Context: an optimization exercise on an open-source flow, tuned for small area. The choices shown serve that exercise and are no tape-out recipe.
RTL that was checked went through simulation tests only; none was proved equivalent to the original.
Power and IR drop assume default switching activity.

==> flow/design.v <==
module xfr1_boot (
    input  wire        clk,
    input  wire        rst,          
    input  wire        line_in,      
    output wire        line_out,     
    output wire        boot_user,    
    output wire        fl_req,
    output wire [1:0]  fl_cmd,       
    output wire [15:0] fl_addr,
    output wire [15:0] fl_wdata,
    input  wire        fl_ack,
    input  wire [7:0]  fl_rdata,
    output wire        adc_req,
    input  wire        adc_ack,
    input  wire [7:0]  adc_data
);
    localparam [2:0] ST_BOOT = 3'd0, ST_USER = 3'd1, ST_RX = 3'd2, ST_TX = 3'd4,
                     ST_EXEC = 3'd6,    
                     ST_EXDN = 3'd7;    
    reg  [2:0]    state;
    reg  [3:0]    sub;         
    reg  [5:0]    slot;        
    reg           rx_sync;     
    reg  [7:0]    sr;          
    reg  [1:0]    byte_no;     
    reg  [2:0]    op;
    reg  [7:0]    a0;
    reg  [7:0]    req_hash;    
    reg  [1:0]    phase;       
    reg  [1023:0] ring;
    reg  [5:0]    ptr;
    wire s_boot = state == ST_BOOT;
    wire s_rx   = state == ST_RX;
    wire s_exec = state == ST_EXEC;
    wire s_exdn = state == ST_EXDN;
    wire s_ex   = state[2] & state[1];
    wire s_tx   = state == ST_TX;
    wire [7:0] w_lo = ring[7:0];
    wire [7:0] w_hi = ring[15:8];
    wire [5:0] t_last  = (byte_no == 2'd0) ? 6'd49 : 6'd4;    
    wire sub9    = sub == 4'd9;
    wire rx_to   = !rx_sync && !line_in && slot == t_last && sub9;
    wire rx_stop = rx_sync && slot == 6'd9 && sub == 4'd5;
    wire rx_done = s_rx && (rx_to || rx_stop);
    wire rx_ok   = rx_stop && !line_in;
    wire rx_sync_now = s_rx && !rx_sync && line_in;
    wire rx_sample   = s_rx && sub == 4'd5;
    wire       reserved = sr[7:3] != 5'd0 || sr[2:1] == 2'b11;
    wire [1:0] last_no  = (op == 3'd0) ? 2'd2 : (op[2:1] == 2'b01) ? 2'd1 : 2'd3;
    wire       is_last  = byte_no != 2'd0 && byte_no == last_no;
    wire       range_bad = (op[2:1] == 2'b00 && a0[7]) ||
                           (op == 3'd4 && (a0[7] || sr[6:0] != 7'd0)) ||
                           (op == 3'd5 && (a0[7] || a0[6:4] == 3'b111));
    wire       more     = rx_ok && !is_last && !(byte_no == 2'd0 && reserved);
    wire       exec     = rx_done && rx_ok && is_last && req_hash == 8'd0 && !range_bad;
    wire       wr_exec  = exec && op == 3'd1;
    wire adc_on = s_exec && op == 3'd2;
    wire fl_on  = s_exec && op[2];
    wire adc_go = adc_on && adc_ack;
    wire fl_go  = fl_on && fl_ack;
    wire fill_go = fl_go && !op[0];
    wire fin_now = adc_go ||
                   (fill_go && phase[0] && ptr == 6'd63) ||
                   (fl_go && op[0] && phase == 2'd3);
    wire wait_ok  = sub[1] & sub[0];                          
    wire tx_start = (s_exdn || fin_now) && wait_ok;
    wire tx_last  = s_tx && slot == 6'd9 && sub9;
    reg [7:0] tx_val;
    always @(*) begin
        case (op)
            3'd0:    tx_val = a0[0] ? w_hi : w_lo;
            default: tx_val = 8'h80;
        endcase
    end
    wire [5:0] target = (op[2:1] == 2'b00) ? a0[6:1] : 6'd0;
    wire hb      = s_rx && byte_no == 2'd1 && op == 3'd3;
    wire h_start = hb && phase == 2'b00 && ptr[4:0] == 5'd0;
    wire h_fold  = h_start || (hb && phase[0]);
    wire h_last  = hb && phase[0] && ptr[4:0] == 5'd31 && ptr[5] != phase[1];
    wire park_move = byte_no == 2'd0 || ptr != target;
    reg  rot;
    always @(*) begin
        case (state)
            ST_RX:   rot = hb ? phase != 2'b10 : park_move || (wr_exec && a0[0]);
            ST_EXEC: rot = fl_go && (op[0] ? phase == 2'd1 : phase[0]);
            ST_EXDN: rot = 1'b0;
            default: rot = 1'b1;
        endcase
    end
    wire [7:0] wdat   = s_exec ? fl_rdata : sr;
    wire       we_lo  = (fill_go && !phase[0]) || (wr_exec && !a0[0]);
    wire       we_hi  = (fill_go && phase[0]) || (wr_exec && a0[0]);
    wire [7:0] t_hi   = we_hi ? wdat : w_hi;
    wire [7:0] t_lo   = w_lo;
    always @(posedge clk) begin
        if (rot) begin
            ring <= {t_hi, t_lo, ring[1023:16]};
            ptr  <= ptr + 6'd1;
        end else if (we_lo) begin
            ring[7:0] <= wdat;
        end
    end
    assign line_out  = s_tx && (slot == 6'd0 || sr[7]);
    assign boot_user = state == ST_USER;
    assign fl_req    = fl_on;
    assign fl_cmd    = phase & {2{op[0]}};
    assign fl_addr   = {a0, sr[7], ptr, phase[0] & !op[0]};
    assign fl_wdata  = ring[15:0];
    assign adc_req   = adc_on;
    wire clr = (s_boot && line_in) || rx_done || tx_start || tx_last;
    always @(posedge clk) begin
        if (rst || clr) begin
            sub  <= 4'd0;
            slot <= 6'd0;
        end else if (rx_sync_now) begin
            sub  <= 4'd1;
            slot <= 6'd0;
        end else if (!(s_ex && wait_ok)) begin
            sub  <= sub9 ? 4'd0 : sub + 4'd1;
            slot <= slot + {5'd0, sub9};
        end
    end
    always @(posedge clk) begin
        if (clr)
            rx_sync <= 1'b0;
        else if (rx_sync_now)
            rx_sync <= 1'b1;
    end
    always @(posedge clk) begin
        if (adc_go || (tx_start && op == 3'd2 && adc_ack))
            sr <= adc_data;
        else if (tx_start && (op == 3'd0 || op[2]))
            sr <= tx_val;
        else if (h_fold)
            sr <= (h_start ? 8'd0 : {sr[5:0], sr[7:6]}) ^ {w_lo[6:0], w_lo[7]} ^ w_hi;
        else if ((rx_sample && !is_last && !rx_stop) || (s_tx && sub9 && slot != 6'd0))
            sr <= {sr[6:0], line_in & s_rx};
    end
    always @(posedge clk) begin
        if (rst) begin
            state   <= ST_BOOT;
            byte_no <= 2'd0;
        end else begin
            case (state)
                ST_BOOT: begin
                    if (line_in)
                        state <= ST_RX;
                    else if (slot == 6'd1 && sub9)
                        state <= ST_USER;
                end
                ST_RX: begin
                    if (rx_done) begin
                        if (more) begin
                            byte_no <= byte_no + 2'd1;
                        end else begin
                            byte_no <= 2'd0;
                            if (exec)
                                state <= (op == 3'd0 || op == 3'd1 || op == 3'd3) ? ST_EXDN : ST_EXEC;
                        end
                    end
                end
                ST_EXEC: if (tx_start) state <= ST_TX;
                         else if (fin_now) state <= ST_EXDN;
                ST_EXDN: if (tx_start) state <= ST_TX;
                ST_TX:   if (tx_last) state <= ST_RX;
                default: ;
            endcase
        end
    end
    wire first_bit = byte_no == 2'd0 && !rx_stop;
    always @(posedge clk) begin
        if (rx_sample && rx_sync && slot != 6'd0)
            req_hash <= {req_hash[6:1],
                         req_hash[0] ^ (line_in & is_last),
                         (req_hash[7] & !first_bit) ^ (line_in & !is_last)};
    end
    always @(posedge clk) begin
        if (rx_done && more) begin
            if (byte_no == 2'd0)
                op <= sr[2:0];
            if (byte_no == 2'd1)
                a0 <= sr;
        end
    end
    always @(posedge clk) begin
        if (rx_done && more && byte_no == 2'd0) begin
            phase <= 2'b00;
        end else if (h_start) begin
            phase <= {ptr[5], 1'b1};
        end else if (h_last) begin
            phase <= 2'b10;
        end else if (exec) begin
            phase <= {1'b0, op == 3'd5};
        end else if (fl_go) begin
            if (!op[0])
                phase[0] <= !phase[0];
            else if (phase != 2'd1 || ptr == 6'd63)
                phase <= phase + 2'd1;
        end
    end
endmodule
clock: 10.0 ns
lec_check: 0
cap_margin: 0
core_margin: 2
core_utilization: 70
place_density: 0.8
slew_margin: 0
standard.sh (not shown) runs the stock make flow with config.mk's settings and CLKGATE_MAP_FILE= SYNTH_SCRIPT=/design/flow/synth_recipe.tcl, a recipe that flattens the netlist after the stock synthesis.
==> flow/flow/run.sh <==
#!/bin/bash
# The standard layout (standard.sh), with clock tree synthesis told not to add
# dummy loads and the port buffers made with the smallest buffer cell.
set -euo pipefail
bash standard.sh "CTS_ARGS=-sink_clustering_enable -repair_clock_nets -dont_use_dummy_load -sink_clustering_size 20 -sink_clustering_max_diameter 60 -buf_list {sky130_fd_sc_hd__clkbuf_4 sky130_fd_sc_hd__clkbuf_8}" "BUFFER_PORTS_ARGS=-buffer_cell sky130_fd_sc_hd__buf_1" finish > flow_make.log 2>&1
The starting point completed with no timing, DRC or antenna violations.
Change:
--- a/flow/design.v
+++ b/flow/design.v
@@ -28,8 +28,9 @@
     reg  [7:0]    req_hash;    
     reg  [1:0]    phase;       
     reg  [1023:0] ring;
     reg  [5:0]    ptr;
+    reg  [7:0]    acc;
     wire s_boot = state == ST_BOOT;
     wire s_rx   = state == ST_RX;
     wire s_exec = state == ST_EXEC;
     wire s_exdn = state == ST_EXDN;
@@ -68,21 +69,18 @@
     reg [7:0] tx_val;
     always @(*) begin
         case (op)
             3'd0:    tx_val = a0[0] ? w_hi : w_lo;
+            3'd3:    tx_val = acc;
             default: tx_val = 8'h80;
         endcase
     end
     wire [5:0] target = (op[2:1] == 2'b00) ? a0[6:1] : 6'd0;
-    wire hb      = s_rx && byte_no == 2'd1 && op == 3'd3;
-    wire h_start = hb && phase == 2'b00 && ptr[4:0] == 5'd0;
-    wire h_fold  = h_start || (hb && phase[0]);
-    wire h_last  = hb && phase[0] && ptr[4:0] == 5'd31 && ptr[5] != phase[1];
     wire park_move = byte_no == 2'd0 || ptr != target;
     reg  rot;
     always @(*) begin
         case (state)
-            ST_RX:   rot = hb ? phase != 2'b10 : park_move || (wr_exec && a0[0]);
+            ST_RX:   rot = park_move || (wr_exec && a0[0]);
             ST_EXEC: rot = fl_go && (op[0] ? phase == 2'd1 : phase[0]);
             ST_EXDN: rot = 1'b0;
             default: rot = 1'b1;
         endcase
@@ -95,8 +93,9 @@
     always @(posedge clk) begin
         if (rot) begin
             ring <= {t_hi, t_lo, ring[1023:16]};
             ptr  <= ptr + 6'd1;
+            acc  <= ((ptr == 6'd0) ? 8'd0 : {acc[5:0], acc[7:6]}) ^ {t_lo[6:0], t_lo[7]} ^ t_hi;
         end else if (we_lo) begin
             ring[7:0] <= wdat;
         end
     end
@@ -128,12 +127,10 @@
     end
     always @(posedge clk) begin
         if (adc_go || (tx_start && op == 3'd2 && adc_ack))
             sr <= adc_data;
-        else if (tx_start && (op == 3'd0 || op[2]))
+        else if (tx_start && op != 3'd1 && op != 3'd2)
             sr <= tx_val;
-        else if (h_fold)
-            sr <= (h_start ? 8'd0 : {sr[5:0], sr[7:6]}) ^ {w_lo[6:0], w_lo[7]} ^ w_hi;
         else if ((rx_sample && !is_last && !rx_stop) || (s_tx && sub9 && slot != 6'd0))
             sr <= {sr[6:0], line_in & s_rx};
     end
     always @(posedge clk) begin
@@ -166,14 +163,14 @@
                 default: ;
             endcase
         end
     end
-    wire first_bit = byte_no == 2'd0 && !rx_stop;
     always @(posedge clk) begin
-        if (rx_sample && rx_sync && slot != 6'd0)
-            req_hash <= {req_hash[6:1],
-                         req_hash[0] ^ (line_in & is_last),
-                         (req_hash[7] & !first_bit) ^ (line_in & !is_last)};
+        if ((s_boot && line_in) || (rx_done && !more))
+            req_hash <= 8'd0;
+        else if (rx_sample && rx_sync && slot != 6'd0)
+            req_hash <= {req_hash[6:0], req_hash[7]} ^
+                        {6'd0, line_in & is_last, line_in & !is_last};
     end
     always @(posedge clk) begin
         if (rx_done && more) begin
             if (byte_no == 2'd0)
@@ -182,15 +179,9 @@
                 a0 <= sr;
         end
     end
     always @(posedge clk) begin
-        if (rx_done && more && byte_no == 2'd0) begin
-            phase <= 2'b00;
-        end else if (h_start) begin
-            phase <= {ptr[5], 1'b1};
-        end else if (h_last) begin
-            phase <= 2'b10;
-        end else if (exec) begin
+        if (exec) begin
             phase <= {1'b0, op == 3'd5};
         end else if (fl_go) begin
             if (!op[0])
                 phase[0] <= !phase[0];
What happened:
- The new run finished with timing, DRC and antenna clean
- clock skew came out lower by 0.020 ns
- register-to-register slack loses 0.44 ns
- core utilization is about the same
- flip-flop and latch count increases by 8
- sequential power goes up by about 0.8%
- via count drops by 3.1%
- total power went up by about 1.3%
- setup slack loses 0.19 ns
- cell count rose by 0.32%
- final area stays flat
- die area went down by 0.50%
- synthesized area went down by about 0.5%
- routed wire length falls by about 6%
Function not checked in the first run of this note: the RTL went through the layout flow alone.

static timing again, ports no longer ideal:
No port has a modelled driver above. Below, the same layouts with a new extraction and two added sets of constraints. Step 1 (the two cells are an assumption about what drives the block):
set clk [get_ports {clk}]
set_driving_cell -lib_cell sky130_fd_sc_hd__clkbuf_16 $clk
set_driving_cell -lib_cell sky130_fd_sc_hd__buf_2 [delete_from_list [all_inputs] $clk]
Step 2, shift: input delay + t, output delay - t, t = (earliest + latest rising clock arrival at the registers) / 2. This alone moves slack from input paths to output paths. a / b / c = no drivers / after step 1 / after step 2; a / b = the first two.
run | t, ns | slack for setup (ns) | worst hold slack (ns) | worst setup path at the end | worst data-port slew with drivers (ns)
the first run | 0.738 | 5.371 / 5.400 / 4.662 | 0.391 / 0.391 / 0.391 | input to register | 0.04
the second run | 0.687 | 5.179 / 5.210 / 4.523 | 0.380 / 0.380 / 0.380 | input to register | 0.04
After both steps every run listed still meets setup and hold. For the first run, which loses most, drivers alone change the setup slack by +0.029 ns; drivers and shift together by -0.709 ns.
